Source: an optimization exercise on an open RTL-to-GDS flow (aim: small area). Production flows keep margins and buffers that such runs may drop.
In this exercise RTL edits were held to simulation tests only and were not proved equivalent to the original.
Power is estimated from default activity; no workload was simulated.

Design ps2_serial_core, start of the top module:
module ps2_serial_core (
    input  wire        clk,
    input  wire        rst,           
    input  wire [1:0]  mode,          
    input  wire        two_stop,      
    input  wire        ps2_valid,
    input  wire        ps2_data,
    input  wire        bt_clk_en,
    input  wire        cmd_valid,
    input  wire [4:0]  cmd_op,
    input  wire [26:0] cmd_arg,
    output wire        cmd_ready,
    output reg         rsp_valid,
    output reg  [3:0]  rsp_code,
    output reg  [7:0]  rsp_data,
    output wire        txd,
    output reg  [15:0] rx_ovf,
    output reg  [15:0] tx_ovf
);
    localparam OP_RX_START    = 5'h02;
    localparam OP_RX_STOP     = 5'h03;
    localparam OP_RX_POLL     = 5'h04;
    localparam OP_RX_READ     = 5'h05;
    localparam OP_TX_INIT     = 5'h08;
    localparam OP_TX_TEARDOWN = 5'h09;
    localparam OP_TX_ENQUEUE  = 5'h0A;
    localparam OP_ENC_REPORT  = 5'h10;
    localparam OP_ENC_SEND    = 5'h11;
    localparam OP_ENC_RESET   = 5'h12;
    localparam R_OK         = 4'h0;
    localparam R_BYTE       = 4'h1;
    localparam R_EMPTY      = 4'h2;
    localparam R_TIMEOUT    = 4'h3;
    localparam R_DROPPED    = 4'h4;
    localparam R_NOTDUE     = 4'h6;
    localparam R_SUPPRESSED = 4'h7;
  ...
Size: ~430 flip-flops, about 88 I/O pins.
==> flow/config.mk <==
export PLATFORM = sky130hd
export DESIGN_NAME = ps2_serial_core
export DESIGN_NICKNAME = ps2_serial_core
export VERILOG_FILES = /design/flow/design.v
export SDC_FILE = /design/flow/constraint.sdc
export NUM_CORES = 4
export LEC_CHECK = 0
export CAP_MARGIN = 20
export CORE_MARGIN = 2
export CORE_UTILIZATION = 60
export PLACE_DENSITY = 0.7
export SLEW_MARGIN = 20
==> flow/constraint.sdc <==
create_clock -name core_clock -period 10.0 [get_ports {clk}]
set_input_delay 2.0000 -clock core_clock [delete_from_list [all_inputs] [get_ports {clk}]]
set_output_delay 2.0000 -clock core_clock [all_outputs]
set_load 0.01 [all_outputs]
standard.sh (not shown) runs the stock make flow with config.mk's settings and CLKGATE_MAP_FILE= SYNTH_SCRIPT=/design/flow/synth_recipe.tcl, a recipe that flattens the netlist after the stock synthesis.
==> flow/flow/run.sh <==
#!/bin/bash
# Standard ORFS layout (the standard.sh, unchanged synthesis, floorplan,
# power grid and routing) with two layout choices changed:
#   - CTS: larger sink clusters, no dummy loads
#   - port buffers: the smallest buffer cell
# Each tool's full output stays in the ORFS logs folder (orfs/logs/...);
# make's own output goes to make_finish.log here.
set -uo pipefail
bash standard.sh \
  "CTS_ARGS=-sink_clustering_enable -repair_clock_nets -dont_use_dummy_load -buf_list sky130_fd_sc_hd__clkbuf_16 -sink_clustering_size 30 -sink_clustering_max_diameter 80" \
  "BUFFER_PORTS_ARGS=-buffer_cell sky130_fd_sc_hd__buf_1" \
  finish > make_finish.log 2>&1
The starting point ran to the end with no violations.
Rerun with:
--- a/flow/flow/run.sh
+++ b/flow/flow/run.sh
@@ -10 +10 @@
-  "CTS_ARGS=-sink_clustering_enable -repair_clock_nets -dont_use_dummy_load -buf_list sky130_fd_sc_hd__clkbuf_16 -sink_clustering_size 30 -sink_clustering_max_diameter 80" \
+  "CTS_ARGS=-sink_clustering_enable -repair_clock_nets -dont_use_dummy_load -buf_list sky130_fd_sc_hd__clkbuf_8 -sink_clustering_size 20 -sink_clustering_max_diameter 50" \
Settings changed: CAP_MARGIN 20 to 10, CORE_UTILIZATION 60 to 70, PLACE_DENSITY 0.7 to 0.8, SLEW_MARGIN 20 to 10.
Result:
- final cell count decreases by 2.3%
- worst setup slack degrades by 0.034 ns
- wire length increases by 2.0%
- fmax decreases by 0.35%
- first-iteration DRC count increases by 41%
- design area decreases by 0.49%

========
== run 1 ==
Another version of the RTL of ps2_serial_core (not shown whole).
Size in the first run: about 1400 cells after synthesis, roughly 88 I/O pins, roughly 0.018 mm2 of cells after synthesis.
export LEC_CHECK = 0
export CAP_MARGIN = 20
export CORE_MARGIN = 2
export CORE_UTILIZATION = 70
export PLACE_DENSITY = 0.8
export SLEW_MARGIN = 20
create_clock -name core_clock -period 10.0 [get_ports {clk}]
==> flow/flow/run.sh <==
#!/bin/bash
# Standard ORFS layout (the standard.sh: its synthesis script, floorplan,
# power grid, placement and routing) with these choices changed:
#   - synthesis: synth_recipe.tcl, but abc maps the logic with flow/area.abc,
#     an area-recovery script (registers are mapped before abc, unchanged)
#   - CTS: small clock buffers in sink clusters of up to 10, no dummy loads
#   - port buffers: the smallest buffer cell
# Each step's full tool output is in orfs/logs/sky130hd/ps2_serial_core/base/*.log and
# is copied next to this flow's own make log (make_finish.log) when done.
set -uo pipefail
export FLOW_WORK_DIR="$PWD"
export AREA_ABC_SCRIPT="$PWD/flow/area.abc"
bash standard.sh \
  "SYNTH_SCRIPT=$PWD/flow/area_synth.tcl" \
  "CTS_ARGS=-sink_clustering_enable -repair_clock_nets -dont_use_dummy_load -buf_list sky130_fd_sc_hd__clkbuf_4 -sink_clustering_size 10 -sink_clustering_max_diameter 40" \
  "BUFFER_PORTS_ARGS=-buffer_cell sky130_fd_sc_hd__buf_1" \
  finish > make_finish.log 2>&1
status=$?
for f in orfs/logs/sky130hd/ps2_serial_core/base/*.log; do
  [[ -f "$f" ]] && cp "$f" "log_$(basename "$f")"
done
exit $status
==> flow/flow/area.abc <==
&get -n
&st
&dch -f
&nf -R 1000 -p -F 8 -C 32
&put
mfs2
strash
&get -n
&st
&dch -f
&nf -R 1000 -p -F 8 -C 32
&put
mfs2
strash
&get -n
&st
&dch -f
&nf -R 1000 -p -F 8 -C 32
&put
mfs2
strash
&get -n
&st
&dch -f
&nf -R 1000 -p -F 8 -C 32
&put
mfs2
strash
&get -n
&st
&dch -f
&nf -R 1000 -p -F 8 -C 32
&put
==> flow/flow/area_synth.tcl <==
# The standard synthesis script (synth_recipe.tcl, sourced unchanged),
# with one difference: the combinational mapping call to abc uses the
# area-recovery script flow/area.abc instead of ORFS's abc_speed.script.
# Flip-flop mapping (dfflibmap) happens before abc and is not affected, so
# the registers, their names and cell types are those of the standard run.
proc abc {args} {
  set i [lsearch -exact $args -script]
  if {$i >= 0} {
    lset args [expr {$i + 1}] $::env(AREA_ABC_SCRIPT)
    puts "area_synth.tcl: abc with script $::env(AREA_ABC_SCRIPT)"
  }
  yosys abc {*}$args
}
source $::env(FLOW_WORK_DIR)/synth_recipe.tcl
Modified inputs, run 5 compared to run 1
==> flow/flow/area.abc <==
&get -n
&st
&dch -f
&nf -R 1000
&put
mfs2
strash
&get -n
&dch -f
&nf -R 1000
&put
mfs2
strash
&get -n
&dch -f
&nf -R 1000
&put
### Flow results
- Run 5: flow completed, timing, DRC and antenna clean
- Going from run 1 to run 5, combinational power grows by about 10%.
- Summary of the comparison: area after synthesis is higher in run 5, relative to run 1.
- Mean area per synthesized cell: run 5 vs run 1 down about 2%
- Looking at sequential fraction of the synthesis area, run 5 sits 0.31 points below run 1.
- Run 5 vs run 1 — final setup slack of the worst path dropped 130 ps.
- Run 5 reports its destination of the critical timing path as acc_ndy[7] while run 1 reports acc_ndy[11].
- Detailed route wirelength on metal3 was lower in the run labelled run 1.
- Utilization in run 5 is 0.28 points above run 1.

-- static timing again, ports no longer ideal --
Ports are ideal in the flow. The routed layouts listed here were re-timed in OpenROAD.
Step 1: set_driving_cell puts a clkbuf_16 on clk and a buf_2 on each other input, an assumption about the parent block.
Step 2 times the ports against the registers' clock, not the clock port: input delays grow and output delays shrink by t, the midpoint of the rising clock arrivals with the driver on.
Slacks: ideal / step 1 / step 2; pairs: ideal / step 1.
run | t (ns) | slack for setup (ns) | pins driven straight from the clock port
the first run of note 1 | 0.556 | 0.551 / 0.545 / -0.011 | 1
the second run of note 1 | 0.594 | 0.517 / 0.503 / -0.091 | 1
run 1 | 0.714 | 0.564 / 0.588 / -0.126 | 1
run 5 | 0.724 | 0.431 / 0.455 / -0.269 | 1
Met with ideal ports but missed after step 2: setup timing in every run listed. The setup slack of run 5, which loses most, moves by +0.024 ns with the drivers and by -0.700 ns with both steps.
